What follows belongs to an exercise in optimizing a design on an open flow for small area, a short achievable clock period and few clock cycles; a production flow would make more cautious choices. Function was checked by simulation only, so behaviour that the tests miss may differ from the original. Power is estimated from default activity; no workload was simulated.

File: design/flow/design.v
module bfx (
    input  wire         clk,
    input  wire         rst,           
    input  wire         we,
    input  wire [25:0]  addr,
    input  wire [31:0]  wdata,
    output reg  [31:0]  rdata,
    output wire         busy,
    output wire [31:0]  status,
    output wire [127:0] res
);
    localparam CAP_BYTES = 32;
    localparam CAP_BITS  = 8 * CAP_BYTES;
    localparam NATIVE_LE = 1;
    localparam OP_NOP      = 8'h00;
    localparam OP_ZEROS    = 8'h01;
    localparam OP_LOAD     = 8'h02;
    localparam OP_GET_BIT  = 8'h08;
    localparam OP_GBR      = 8'h09;
    localparam OP_EXTRACT  = 8'h0A;
    localparam OP_READ_U   = 8'h10;
    localparam OP_READ_I   = 8'h11;
    localparam OP_FIND     = 8'h30;
    localparam OP_RFIND    = 8'h31;
    localparam OP_FA_FIRST = 8'h32;
    localparam OP_FA_NEXT  = 8'h33;
    localparam E_NONE      = 4'd0;
    localparam E_CREATION  = 4'd1;
    localparam E_INTERPRET = 4'd2;
    localparam E_BYTEALIGN = 4'd4;
    localparam E_INDEX     = 4'd5;
    localparam E_ILLEGAL   = 4'd6;
    localparam E_VALUE     = 4'd7;
    localparam S_IDLE  = 3'd0;
    localparam S_START = 3'd1;    
    localparam S_FCH   = 3'd2;    
    localparam S_SIGN  = 3'd3;    
    localparam S_SCMP  = 3'd4;    
    localparam W  = 48;           
    localparam K  = 16;           
    localparam NW = 32;           
    reg [CAP_BITS-1:0] stor0, stor1;
    reg [31:0]  cmd_r, arg0, arg1, arg2;
    reg [127:0] res_r;
    reg         st_busy, st_err, st_found, st_ovr;
    reg [3:0]   st_errcode;
    reg [2:0]   off0, off1;
    reg [8:0]   len0, len1;
    reg [8:0]   fa_next, fa_end;
    reg         fa_ba, fa_active;
    reg [2:0]   state;
    reg [7:0]   t;            
    reg [7:0]   fn;           
    reg [1:0]   fc;           
    reg [8:0]   s_lo, s_hi;
    reg         s_rev, s_ba;
    reg [3:0]   fb, cb;       
    reg [2:0]   fch, cch;     
    reg [K-1:0] mv;
    reg [K+NW-2:0] win;
    wire [7:0] lastop = cmd_r[7:0];
    assign busy   = st_busy;
    assign status = {8'd0, lastop, 4'd0, st_errcode, 4'd0, st_ovr, st_found, st_err, st_busy};
    assign res    = res_r;
    wire [9:0] nb0_s = {7'd0, off0} + {1'b0, len0} + 10'd7;
    wire [9:0] nb1_s = {7'd0, off1} + {1'b0, len1} + 10'd7;
    wire [5:0] nb0 = (len0 == 9'd0) ? 6'd0 : nb0_s[8:3];
    wire [5:0] nb1 = (len1 == 9'd0) ? 6'd0 : nb1_s[8:3];
    wire        reg_sel  = (addr[25:12] == 14'd0) && (addr[1:0] == 2'b00);
    wire [11:0] roff     = addr[11:0];
    wire        win0_sel = (addr[25:24] == 2'd1) && (addr[23:5] == 19'd0) && (addr[1:0] == 2'b00);
    wire        win1_sel = (addr[25:24] == 2'd2) && (addr[23:5] == 19'd0) && (addr[1:0] == 2'b00);
    wire [2:0]  win_word = addr[4:2];
    wire wr_ctrl = we && reg_sel && (roff == 12'h010);
    wire wr_cmd  = we && reg_sel && (roff == 12'h014);
    wire wr_arg0 = we && reg_sel && (roff == 12'h018);
    wire wr_arg1 = we && reg_sel && (roff == 12'h01C);
    wire wr_arg2 = we && reg_sel && (roff == 12'h020);
    wire wr_win0 = we && win0_sel;
    wire wr_win1 = we && win1_sel;
    wire soft_rst = wr_ctrl && wdata[0];
    wire accept   = wr_cmd && !st_busy;
    wire dropped  = (wr_cmd || wr_win0 || wr_win1) && st_busy;
    function [31:0] stor_word(input [CAP_BITS-1:0] s, input [2:0] w);
        integer l, k;
        begin
            stor_word = 32'd0;
            for (l = 0; l < 4; l = l + 1)
                for (k = 0; k < 8; k = k + 1)
                    stor_word[8*l + 7 - k] = s[32*w + 8*l + k];
        end
    endfunction
    reg [31:0] wd_s;
    integer wl, wk;
    always @(*) begin
        for (wl = 0; wl < 4; wl = wl + 1)
            for (wk = 0; wk < 8; wk = wk + 1)
                wd_s[8*wl + wk] = wdata[8*wl + 7 - wk];
    end
    wire [7:0] w_op  = wdata[7:0];
    wire       w_l   = wdata[9];
    wire       w_ba  = wdata[10];
    wire       w_p   = wdata[11];
    wire       w_le  = (wdata[13:12] == 2'd1) || (wdata[13:12] == 2'd2 && NATIVE_LE == 1);
    wire [7:0] a0b = arg0[7:0];
    wire [7:0] a1b = arg1[7:0];
    wire [7:0] o0  = {5'd0, off0};
    wire [7:0] l0b = len0[7:0];
    wire [7:0] a1r8 = (a1b + 8'd7) & 8'hF8;
    wire [7:0] pad_a1 = (8'd0 - a1b) & 8'h07;
    wire [7:0] tA   = 8'd0 - (o0 + a0b + a1b);
    wire [7:0] tB   = a0b - o0 - l0b;
    wire [7:0] tG   = ~(o0 + a0b);
    wire [7:0] tAP  = 8'd0 - (o0 + a0b + a1r8);
    wire [7:0] tBP  = tB - pad_a1;
    wire [7:0] tLE0 = 8'd208 - o0 - a0b;
    wire [7:0] tLE1 = 8'd208 - o0 - l0b + a0b + a1b;
    wire [7:0] sbase = 8'd208 - o0 + {5'd0, off1};
    wire [8:0] a0ru  = {1'b0, a0b} + 9'd7;
    wire [8:0] fnru  = fa_next + 9'd7;
    wire [7:0] hraw  = a1b - len1[7:0];
    wire [3:0] tf_a0  = a0b[7:4];
    wire [3:0] tf_a0r = a0ru[7:4];
    wire [3:0] tf_hi  = hraw[7:4];
    wire [3:0] tf_fn  = fa_ba ? fnru[7:4] : fa_next[7:4];
    reg [7:0] t0;
    always @(*) begin
        case (w_op)
            OP_GET_BIT: t0 = w_l ? tB : tG;
            OP_EXTRACT: t0 = w_l ? (w_p ? tBP : tB) : (w_p ? tAP : tA);
            OP_READ_U, OP_READ_I:
                        t0 = w_le ? (w_l ? tLE1 : tLE0) : (w_l ? tB : tA);
            OP_RFIND:   t0 = {sbase[7:4] - tf_hi, sbase[3:0]};
            OP_FA_NEXT: t0 = {sbase[7:4] - tf_fn, sbase[3:0]};
            default:    t0 = {sbase[7:4] - (w_ba ? tf_a0r : tf_a0), sbase[3:0]};
        endcase
    end
    wire [CAP_BITS-1:0] rvec;
    genvar gi;
    generate
        for (gi = 0; gi < CAP_BITS; gi = gi + 1) begin : g_rev
            assign rvec[gi] = stor0[CAP_BITS-1-gi];
        end
    endgenerate
    wire [CAP_BITS+W-2:0] rs8 = {rvec[W-2:0], rvec};
    wire [W+127-1:0] rs7 = t[7] ? rs8[W+127-1+128:128] : rs8[W+127-1:0];
    wire [W+63-1:0]  rs6 = t[6] ? rs7[W+63-1+64:64]   : rs7[W+63-1:0];
    wire [W+31-1:0]  rs5 = t[5] ? rs6[W+31-1+32:32]   : rs6[W+31-1:0];
    wire [W+15-1:0]  rs4 = t[4] ? rs5[W+15-1+16:16]   : rs5[W+15-1:0];
    wire [W+7-1:0]   rs3 = t[3] ? rs4[W+7-1+8:8]      : rs4[W+7-1:0];
    wire [W+3-1:0]   rs2 = t[2] ? rs3[W+3-1+4:4]      : rs3[W+3-1:0];
    wire [W+1-1:0]   rs1 = t[1] ? rs2[W+1-1+2:2]      : rs2[W+1-1:0];
    wire [W-1:0]     rot = t[0] ? rs1[W-1+1:1]        : rs1[W-1:0];
    wire [7:0] op    = cmd_r[7:0];
    wire       f_b   = cmd_r[8];
    wire       f_l   = cmd_r[9];
    wire       f_bam = cmd_r[10];
    wire       f_p   = cmd_r[11];
    wire [1:0] f_end = cmd_r[13:12];
    reg       legal_op;
    reg [7:0] allowed;
    always @(*) begin
        legal_op = 1'b1;
        allowed  = 8'h00;
        case (op)
            OP_NOP, OP_FA_NEXT:             allowed = 8'h00;
            OP_ZEROS, OP_LOAD:              allowed = 8'h01;
            OP_GET_BIT, OP_GBR:             allowed = 8'h02;
            OP_EXTRACT:                     allowed = 8'h0A;
            OP_READ_U, OP_READ_I:           allowed = 8'h32;
            OP_FIND, OP_RFIND, OP_FA_FIRST: allowed = 8'h04;
            default:                        legal_op = 1'b0;
        endcase
    end
    wire illegal = !legal_op || (cmd_r[31:16] != 16'd0) || ((cmd_r[15:8] & ~allowed) != 8'd0)
                   || ((op == OP_READ_U || op == OP_READ_I) && f_end == 2'd3);
    wire is_read  = (op == OP_READ_U) || (op == OP_READ_I);
    wire is_field = is_read || (op == OP_EXTRACT) || (op == OP_GET_BIT);
    wire is_srch  = (op == OP_FIND) || (op == OP_RFIND) || (op == OP_FA_FIRST) || (op == OP_FA_NEXT);
    wire [33:0] a0_34 = {2'b0, arg0};
    wire [33:0] a1_34 = {2'b0, arg1};
    wire [33:0] a2_34 = {2'b0, arg2};
    wire [33:0] len0_34 = {25'd0, len0};
    wire [33:0] sum01 = a0_34 + a1_34;
    wire        z_bad = a0_34 > CAP_BITS;
    wire [5:0]  z_nb  = (arg0[8:0] + 9'd7) >> 3;
    wire        l_bad = (a2_34 > CAP_BYTES) || (a0_34 >= 8) || (sum01 > {a2_34[30:0], 3'b000});
    wire        gb_bad = a0_34 >= len0_34;
    wire        gr_bad = (a0_34 > a1_34) || (a1_34 > len0_34);
    wire [8:0]  gr_ns  = f_l ? (len0 - arg1[8:0]) : arg0[8:0];
    wire [8:0]  gr_ne  = f_l ? (len0 - arg0[8:0]) : arg1[8:0];
    wire [9:0]  gr_fs  = {7'd0, off0} + gr_ns;
    wire [9:0]  gr_fe  = {7'd0, off0} + gr_ne + 10'd7;
    wire [9:0]  gr_first = gr_fs >> 3;
    wire [9:0]  gr_count = (gr_ns == gr_ne) ? 10'd0 : ((gr_fe >> 3) - gr_first);
    wire        x_wide  = a1_34 > 128;
    wire        x_range = sum01 > len0_34;
    wire        r_align = (f_end == 2'd1 || f_end == 2'd2) && (arg1[2:0] != 3'd0);
    wire        fa_nx = (op == OP_FA_NEXT);
    wire [9:0]  s_st  = fa_nx ? {1'b0, fa_next} : {1'b0, arg0[8:0]};
    wire [9:0]  s_en  = fa_nx ? {1'b0, fa_end}  : {1'b0, arg1[8:0]};
    wire        s_bam = fa_nx ? fa_ba : f_bam;
    wire [10:0] s_lo0 = s_bam ? (({1'b0, s_st} + 11'd7) & ~11'd7) : {1'b0, s_st};
    wire [10:0] s_hi1 = {1'b0, s_en} - {2'b0, len1};
    wire [10:0] s_hi0 = s_bam ? (s_hi1 & ~11'd7) : s_hi1;
    wire        s_none = $signed(s_hi0) < $signed(s_lo0);
    wire        s_bad_index = gr_bad;
    reg  [3:0]  chk_err;
    always @(*) begin
        chk_err = E_NONE;
        if (illegal) chk_err = E_ILLEGAL;
        else case (op)
            OP_ZEROS:   if (z_bad) chk_err = E_CREATION;
            OP_LOAD:    if (l_bad) chk_err = E_CREATION;
            OP_GET_BIT: if (gb_bad) chk_err = E_INDEX;
            OP_GBR:     if (gr_bad) chk_err = E_INDEX;
            OP_EXTRACT: if (x_wide) chk_err = E_INTERPRET;
                        else if (x_range) chk_err = E_INDEX;
            OP_READ_U, OP_READ_I:
                        if (x_wide || arg1 == 32'd0) chk_err = E_INTERPRET;
                        else if (r_align) chk_err = E_BYTEALIGN;
                        else if (x_range) chk_err = E_INDEX;
            OP_FIND, OP_RFIND, OP_FA_FIRST:
                        if (len1 == 9'd0) chk_err = E_VALUE;
                        else if (s_bad_index) chk_err = E_INDEX;
            default: ;
        endcase
    end
    wire        f_le   = is_read && ((f_end == 2'd1) || (f_end == 2'd2 && NATIVE_LE == 1));
    wire        f_pp   = (op == OP_EXTRACT) && f_p;
    wire [7:0]  f_pad  = (8'd0 - fn) & 8'h07;
    wire [7:0]  f_mlo  = f_pp ? f_pad : 8'd0;
    wire [7:0]  f_mhi  = f_pp ? (fn + f_pad) : fn;
    wire [1:0]  f_last = (f_mhi > 8'd96) ? 2'd2 : (f_mhi > 8'd48) ? 2'd1 : 2'd0;
    reg [W-1:0] f_data;
    integer bi;
    always @(*) begin
        for (bi = 0; bi < W/8; bi = bi + 1)
            f_data[8*bi +: 8] = f_le ? rot[8*(W/8-1-bi) +: 8] : rot[8*bi +: 8];
    end
    reg [127:0] f_res;
    integer ri;
    always @(*) begin
        for (ri = 0; ri < 128; ri = ri + 1) begin
            if (ri / W == fc)
                f_res[ri] = (ri >= f_mlo && ri < f_mhi) ? f_data[ri % W] : 1'b0;
            else if (state == S_START)
                f_res[ri] = 1'b0;
            else
                f_res[ri] = res_r[ri];
        end
    end
    wire         f_sign = res_r[fn - 8'd1];
    wire [127:0] f_ext  = res_r | (f_sign ? (~128'd0 << fn) : 128'd0);
    wire [9:0]  n_end  = {7'd0, off1} + {1'b0, len1} - 10'd1;
    wire [2:0]  n_cl   = n_end[7:5];              
    wire [31:0] n_word = stor1[32*cch +: 32];
    reg  [31:0] n_mask;
    integer ni;
    always @(*) begin
        for (ni = 0; ni < 32; ni = ni + 1)
            n_mask[ni] = ((cch != 3'd0) || (ni >= off1)) && ((cch != n_cl) || (ni <= n_end[4:0]));
    end
    reg [K-1:0] s_match;
    integer ki, vi;
    always @(*) begin
        for (ki = 0; ki < K; ki = ki + 1) begin
            s_match[ki] = 1'b1;
            for (vi = 0; vi < NW; vi = vi + 1)
                if (n_mask[vi] && (win[ki + vi] != n_word[vi]))
                    s_match[ki] = 1'b0;
        end
    end
    reg [K-1:0] s_cmask;
    integer ci;
    always @(*) begin
        for (ci = 0; ci < K; ci = ci + 1)
            s_cmask[ci] = ((cb != s_lo[7:4]) || (ci >= s_lo[3:0]))
                       && ((cb != s_hi[7:4]) || (ci <= s_hi[3:0]))
                       && (!s_ba || (ci % 8 == 0));
    end
    wire [K-1:0] s_mv = s_match & s_cmask & ((cch == 3'd0) ? {K{1'b1}} : mv);
    wire         s_any = |s_mv;
    reg  [3:0]   s_idx;
    integer pi;
    always @(*) begin
        s_idx = 4'd0;
        if (s_rev) begin
            for (pi = 0; pi < K; pi = pi + 1)
                if (s_mv[pi]) s_idx = pi;
        end else begin
            for (pi = K - 1; pi >= 0; pi = pi - 1)
                if (s_mv[pi]) s_idx = pi;
        end
    end
    wire [8:0] s_pos  = {1'b0, cb, s_idx};
    wire [3:0] s_endb = s_rev ? s_lo[7:4] : s_hi[7:4];
    wire       s_lastw = (cch == n_cl);
    wire       f_more = (fch != n_cl);
    wire [7:0] t_nxt  = f_more ? (t - 8'd32)
                               : (t + {n_cl, 5'd0} + (s_rev ? 8'd16 : 8'hF0));
    wire [3:0] fb_nxt = f_more ? fb : (s_rev ? fb - 4'd1 : fb + 4'd1);
    wire [2:0] fch_nxt = f_more ? fch + 3'd1 : 3'd0;
    reg [K+NW-2:0] win_in;
    integer wi;
    always @(*) begin
        for (wi = 0; wi < K + NW - 1; wi = wi + 1)
            win_in[wi] = rot[W-1-wi];
    end
    wire [3:0] s_b0 = (op == OP_RFIND) ? s_hi0[7:4] : s_lo0[7:4];
    integer i;
    task complete_err(input [3:0] code);
        begin
            st_err     <= 1'b1;
            st_errcode <= code;
            st_busy    <= 1'b0;
            state      <= S_IDLE;
        end
    endtask
    task complete_ok;
        begin
            st_err     <= 1'b0;
            st_errcode <= E_NONE;
            st_busy    <= 1'b0;
            state      <= S_IDLE;
        end
    endtask
    task search_fail;
        begin
            st_found <= 1'b0;
            res_r    <= {96'd0, 32'hFFFF_FFFF};
            if (op == OP_FA_FIRST || op == OP_FA_NEXT) begin
                fa_next   <= fa_end;
                fa_active <= 1'b0;
            end
            complete_ok;
        end
    endtask
    always @(posedge clk) begin
        if (rst || soft_rst) begin
            cmd_r <= 32'd0; arg0 <= 32'd0; arg1 <= 32'd0; arg2 <= 32'd0;
            res_r <= 128'd0;
            st_busy <= 1'b0; st_err <= 1'b0; st_found <= 1'b0; st_ovr <= 1'b0;
            st_errcode <= 4'd0;
            off0 <= 3'd0; len0 <= 9'd0;
            off1 <= 3'd0; len1 <= 9'd0;
            fa_next <= 9'd0; fa_end <= 9'd0; fa_ba <= 1'b0; fa_active <= 1'b0;
            state <= S_IDLE;
        end else begin
            if (wr_ctrl && wdata[1])
                st_ovr <= 1'b0;
            else if (dropped)
                st_ovr <= 1'b1;
            if (wr_arg0) arg0 <= wdata;
            if (wr_arg1) arg1 <= wdata;
            if (wr_arg2) arg2 <= wdata;
            if (wr_win0 && !st_busy) stor0[32*win_word +: 32] <= wd_s;
            if (wr_win1 && !st_busy) stor1[32*win_word +: 32] <= wd_s;
            if (accept) begin
                cmd_r   <= wdata;
                st_busy <= 1'b1;
                state   <= S_START;
                t       <= t0;
                fn      <= (w_op == OP_GET_BIT) ? 8'd1 : arg1[7:0];
                fc      <= 2'd0;
            end
            case (state)
                S_START: begin
                    if (chk_err != E_NONE) begin
                        complete_err(chk_err);
                    end else begin
                        case (op)
                            OP_ZEROS: begin
                                for (i = 0; i < CAP_BYTES; i = i + 1)
                                    if (i < z_nb) begin
                                        if (f_b) stor1[8*i +: 8] <= 8'd0;
                                        else     stor0[8*i +: 8] <= 8'd0;
                                    end
                                if (f_b) begin off1 <= 3'd0; len1 <= arg0[8:0]; end
                                else     begin off0 <= 3'd0; len0 <= arg0[8:0]; end
                                fa_active <= 1'b0;
                                complete_ok;
                            end
                            OP_LOAD: begin
                                if (f_b) begin
                                    off1 <= (arg1 == 32'd0) ? 3'd0 : arg0[2:0];
                                    len1 <= arg1[8:0];
                                end else begin
                                    off0 <= (arg1 == 32'd0) ? 3'd0 : arg0[2:0];
                                    len0 <= arg1[8:0];
                                end
                                fa_active <= 1'b0;
                                complete_ok;
                            end
                            OP_GBR: begin
                                res_r <= {64'd0, 22'd0, gr_count, 22'd0, gr_first};
                                complete_ok;
                            end
                            OP_GET_BIT, OP_EXTRACT, OP_READ_U, OP_READ_I: begin
                                res_r <= f_res;
                                t     <= f_le ? (t - 8'd48) : (t + 8'd48);
                                fc    <= 2'd1;
                                if (f_last != 2'd0) state <= S_FCH;
                                else if (op == OP_READ_I) state <= S_SIGN;
                                else complete_ok;
                            end
                            OP_FIND, OP_RFIND, OP_FA_FIRST, OP_FA_NEXT: begin
                                if (op == OP_FA_FIRST) begin
                                    fa_end <= arg1[8:0];
                                    fa_ba  <= f_bam;
                                end
                                if ((fa_nx && !fa_active) || s_none) begin
                                    st_found <= 1'b0;
                                    res_r    <= {96'd0, 32'hFFFF_FFFF};
                                    if (op == OP_FA_FIRST) begin
                                        fa_next   <= arg1[8:0];
                                        fa_active <= 1'b0;
                                    end else if (fa_nx && fa_active) begin
                                        fa_next   <= fa_end;
                                        fa_active <= 1'b0;
                                    end
                                    complete_ok;
                                end else begin
                                    s_lo  <= s_lo0[8:0];
                                    s_hi  <= s_hi0[8:0];
                                    s_rev <= (op == OP_RFIND);
                                    s_ba  <= s_bam;
                                    win   <= win_in;
                                    cb    <= s_b0;
                                    cch   <= 3'd0;
                                    if (n_cl != 3'd0) begin
                                        fb  <= s_b0;
                                        fch <= 3'd1;
                                        t   <= t - 8'd32;
                                    end else begin
                                        fb  <= (op == OP_RFIND) ? s_b0 - 4'd1 : s_b0 + 4'd1;
                                        fch <= 3'd0;
                                        t   <= t + ((op == OP_RFIND) ? 8'd16 : 8'hF0);
                                    end
                                    state <= S_SCMP;
                                end
                            end
                            default: complete_ok;    
                        endcase
                    end
                end
                S_FCH: begin
                    res_r <= f_res;
                    t     <= f_le ? (t - 8'd48) : (t + 8'd48);
                    fc    <= fc + 2'd1;
                    if (fc == f_last) begin
                        if (op == OP_READ_I) state <= S_SIGN;
                        else complete_ok;
                    end
                end
                S_SIGN: begin
                    res_r <= f_ext;
                    complete_ok;
                end
                S_SCMP: begin
                    win <= win_in;
                    cb  <= fb;
                    cch <= fch;
                    fb  <= fb_nxt;
                    fch <= fch_nxt;
                    t   <= t_nxt;
                    mv  <= s_mv;
                    if (s_lastw && s_any) begin
                        st_found <= 1'b1;
                        res_r    <= {96'd0, 23'd0, s_pos};
                        if (op == OP_FA_FIRST || op == OP_FA_NEXT) begin
                            fa_next   <= s_pos + (s_ba ? 9'd8 : 9'd1);
                            fa_active <= 1'b1;
                        end
                        complete_ok;
                    end else if ((s_lastw || !s_any) && cb == s_endb) begin
                        search_fail;
                    end
                end
                default: ;
            endcase
        end
    end
    always @(posedge clk) begin
        rdata <= 32'd0;
        if (reg_sel) begin
            case (roff)
                12'h000: rdata <= 32'h4246_5831;
                12'h004: rdata <= 32'h0000_1000 | NATIVE_LE;
                12'h008: rdata <= CAP_BYTES;
                12'h00C: rdata <= status;
                12'h014: rdata <= cmd_r;
                12'h018: rdata <= arg0;
                12'h01C: rdata <= arg1;
                12'h020: rdata <= arg2;
                12'h030: rdata <= res_r[31:0];
                12'h034: rdata <= res_r[63:32];
                12'h038: rdata <= res_r[95:64];
                12'h03C: rdata <= res_r[127:96];
                12'h040: rdata <= {29'd0, off0};
                12'h044: rdata <= {23'd0, len0};
                12'h048: rdata <= {26'd0, nb0};
                12'h050: rdata <= {29'd0, off1};
                12'h054: rdata <= {23'd0, len1};
                12'h058: rdata <= {26'd0, nb1};
                12'h060: rdata <= {23'd0, fa_next};
                12'h064: rdata <= {23'd0, fa_end};
                12'h068: rdata <= {30'd0, fa_active, fa_ba};
                default: rdata <= 32'd0;
            endcase
        end else if (win0_sel) begin
            rdata <= stor_word(stor0, win_word);
        end else if (win1_sel) begin
            rdata <= stor_word(stor1, win_word);
        end
    end
endmodule
File: design/flow/run.sh
#!/bin/bash
# synth_recipe.tcl (not shown) runs the flow's synth.tcl, then flattens the netlist and writes it again
# the make line also repeats each setting of config.mk as NAME=value (left out here)
make -C /OpenROAD-flow-scripts/flow DESIGN_CONFIG=/design/flow/config.mk WORK_HOME=/design/flow/orfs CLKGATE_MAP_FILE= SYNTH_SCRIPT=/design/flow/synth_recipe.tcl finish
File: design/flow/config.mk
export PLATFORM = sky130hd
export DESIGN_NAME = bfx
export DESIGN_NICKNAME = bfx
export VERILOG_FILES = /design/flow/design.v
export SDC_FILE = /design/flow/constraint.sdc
export NUM_CORES = 4
export LEC_CHECK = 0
export CAP_MARGIN = 20
export CORE_MARGIN = 2
export CORE_UTILIZATION = 30
export SLEW_MARGIN = 20
File: design/flow/constraint.sdc
create_clock -name core_clock -period 10.0 [get_ports {clk}]
set_input_delay 2.0000 -clock core_clock [delete_from_list [all_inputs] [get_ports {clk}]]
set_output_delay 2.0000 -clock core_clock [all_outputs]
set_load 0.01 [all_outputs]
==> run_results.csv <==
group,metric,value,unit
worst_setup_path,cp.required,10510,ps
worst_setup_path,worst_path_most_repeated_cell,"a21o_1",
worst_setup_path,cp-end-kind,"flop",
cts,cts_root_buf,"clkbuf_16",
cts,clk_pin_slew,70,ps
run,cap_violations,0,
cts,cts_setup_buffers,0,
final_layout,multi_input_area,0.0529,mm^2
synth,seq_area_frac_synth,31.0,%
global_routing,antenna_found_initial,51,
worst_setup_path,start_kind,"flop",
place,dp.final_hpwl,349000,um
pwr,p_sw_share,30.1,%
worst_setup_path,critical_path_arrival,9750,ps
synth,yosysTopAreaCellShare,22.7,%
sta,finalCritPeriodShare,92.3,%
final_layout,final_nets,9618,
cts,clock-sinks,968,
floorplan,die_area,0.279,mm^2
floorplan,fp.dieW,529,um
routing,vias,84400,
pwr,p_comb_share,15.9,%
pwr,leakagePower,33.9,nW
hold_path,min_from,"cmd_r[0]",
sta,maxSlewHeadroom,9.18,%
sta,hold_viol,0,
worst_setup_path,regToRegStartpoint,"arg1[3]",
sta,layout_min_cycle_time,9230,ps
sta,clock.fmax,0.108,GHz
pwr,p_switching,3.29,mW
sta,rsz0062_at_grt,"false",
pwr,p_seq_share,41.4,%
final_layout,fillCellCount,28000,
cts,clk_latency,810,ps
worst_setup_path,path_max_fanout,10,
routing,drc,0,
pwr,ir_worst_vdd,157,uV
sta,worst-slew-pin-transition,1320,ps
synth,synth-async-reset-ratio,0,%
global_routing,grt-ovfl-total,0,
synth,synth_warnings,1,
routing,first_pass_iters,7,
global_routing,grt_first_pass_wirelength,645000,um
routing,drtIter0Drc,14500,
synth,synth_area_leader_cell,"edfxtp_1",
final_layout,syn_to_final_growth,13.9,%
cts,holdBufCountCts,0,
global_routing,first_global_vias,78500,
cts,cts_tree,"done",
cts,h-tree-depth,3,
synth,yosys.cell_types.count,103,
worst_setup_path,reg2reg_depth,28,
final_layout,seq_area,0.0256,mm^2
worst_setup_path,path_class,"flop to flop",
worst_setup_path,slowest_stage,"nor4_1",
pwr,clock_power_share,42.7,%
sta,setup_violations,0,
pwr,powerDensity,116,mW/mm^2
synth,yosys-top-cells-count,"1164 x nor2_1, 908 x nand2_1, 711 x a22oi_1, 625 x edfxtp_1, 617 x a21oi_1",
floorplan,pin_count,254,
routing,wl,472000,um
pwr,p_int,7.64,mW
global_routing,grt_max_degree,126,
routing,avgRoutedWirePerCell,36.4,um
routing,final_antenna_net_count,0,
worst_setup_path,slowest_delay,910,ps
synth,synth_seq_cells,968,
synth,netlist_instances,9283,
routing,viasPerCell,6.52,
worst_setup_path,crit_start,"arg1[3]",
cts,clockBufferDepth,3,
synth,syn_area,0.0826,mm^2
synth,yosysMostFrequentCell,"nor2_1",
hold_path,hold_depth,2,
sta,setup_tns,0,ps
synth,synth.avg_cell_area,8.90,um^2
synth,synth_enable_flop_cells,625,
final_layout,fin_area,0.0940,mm^2
place,place_congestion,1.06,
floorplan,core-area,0.274,mm^2
floorplan,start_util,30.2,%
status,status,"finished clean",
floorplan,die_h,529,um
cts,cts_resized,0,
sta,maxSlewViolCount,0,
place,placed_cell_area,0.0899,mm^2
place,port-buffer-count,237,
synth,ys.flop_type,"edfxtp_1",
hold_path,hold_path.class,"flop to flop",
sta,clock_skew,51.6,ps
final_layout,drive_gt1_share,13.0,%
synth,ys_top_cells_by_area,"edfxtp_1 23%, mux4_2 11%, dfxtp_1 8.3%",
cts,numCtsBuffers,116,
global_routing,track_usage,32.4,%
floorplan,fp-row-count,192,
per-stage QoR:
stage / power [mW] / util, % / setup slack (ps) / instances / hold slack [ps]
finish: 10.9 / 34.4 / 766 / 13000 / 471
global placement: 6.21 / 32.8 / 1050 / 12700 / 452
detailed placement: 6.24 / 32.8 / 1030 / 12700 / 459
global route: 11.1 / 34.4 / 473 / 12900 / 493
floorplan: 5.53 / - / 999 / 9298 / 444
CTS: 10.9 / 34.3 / 987 / 12900 / 469
cells in the final DEF, fill, tap and decap left out, drive strengths merged, types with 52 or more instances in the layout:
cell and count:
a211oi 81, a21o 70, a21oi 621, a221oi 71
a22oi 711, and2 79, buf 436, clkbuf 150
clkdlybuf4s50 231, dfxtp 343, edfxtp 625, ha 282
inv 300, mux2i 253, mux4 401, nand2 908
nand2b 59, nand3 107, nand4 87, nor2 1169
nor2b 52, nor3 186, nor4 79, o21ai 341
o221ai 55, o22ai 156, xnor2 435, xor2 300
worst max-delay path: cells and delay by family, from the launching register on:
family / cells / cell delay, ps
AO/OA/AOI/OAI: 17 / 4890
XOR/XNOR: 1 / 190
adder cells (fa/ha/maj): 2 / 610
buffers and inverters: 2 / 430
flip-flops: 1 / 590
AND/OR/NAND/NOR: 6 / 2220
power by group through the flow:
stage | logic (mW) | clock network, mW | registers (mW)
2_1_floorplan | 0.970 | 0 | 4.56
3_3_place_gp | 1.62 | 0 | 4.59
3_5_place_dp | 1.64 | 0 | 4.60
4_1_cts | 1.64 | 4.69 | 4.51
5_1_grt | 1.76 | 4.84 | 4.53
6_report | 1.74 | 4.67 | 4.52
cell type report:
type,count,share of cell area (%)
Timing Repair Buffer,669,6.15
Inverter,304,1.22
Antenna cell,18,0.0479
Sequential cell,968,27.3
Tap cell,3589,4.78
Clock buffer,148,3.36
Clock inverter,72,0.935
Multi-Input combinational cell,7183,56.3
path summary, 6_finish.rpt:
| kind | to | slack, ps |
|---|---|---|
| max | stor0[165] | 770 |
| min | cmd_r[0] | 470 |
| max reg2reg | stor0[165] | 770 |
| min reg2reg | cmd_r[0] | 470 |
flip-flops by register name, summed over array words and instances, names as in the netlist, 4 cells and up:
register and flops:
fa_end 9, fb 4, stor1 256, stor0 256, win 47, cmd_r 32, arg1 32, arg2 32
s_hi 8, rdata 32, fa_next 9, mv 16, s_lo 8, res_r 128, st_errcode 4, cb 4
fn 8, len1 9, len0 9, arg0 32, t 8
cells by family after synthesis:
group                      after synthesis  synth area share, %
DFF                                    968                 31.0
other                                    1              0.00454
xor gates and xnor gates               737                 7.86
muxes                                  671                 14.2
adders and majority gates              315                 5.07
AOI/OAI and AO/OA                     2555                 20.8
and+or+nand+nor                       2889                 15.4
buffers and inverters                 1147                 5.52
per-layer routing:
metal  wire length, um  share of wire (%)  GRT usage (%)  vias up
li1                  -                  -              -    34500
met1            176000                 37           40.9    41700
met2            197000                 42           47.4     6855
met3             66700                 14           12.0     1420
met4             32000                6.8           18.2       52
met5               621               0.13          0.329        -
Testbench counts, summed over its fixed seeds: cycles 12,671.

-- port drivers added, routing unchanged --
The flow's constraints put no driver on any port. The routed layout listed below was extracted and timed again, unchanged, in two steps. Step 1: set_driving_cell puts a clkbuf_16 on clk and a buf_2 on each other input, an assumption about the parent block. Step 2, shift: input delay + t, output delay - t, t = (earliest + latest rising clock arrival at the registers) / 2. This alone moves slack from input paths to output paths. a / b / c = no drivers / after step 1 / after step 2; a / b = the first two.
t, ns: 0.875
setup WS [ns]: 0.766 / 0.766 / 0.766
slew at the worst register clock pin (ns): 0.09 / 0.09
After both steps this run still meets setup and hold. For this run, drivers alone change the setup slack by 0.000 ns; drivers and shift together by 0.000 ns.
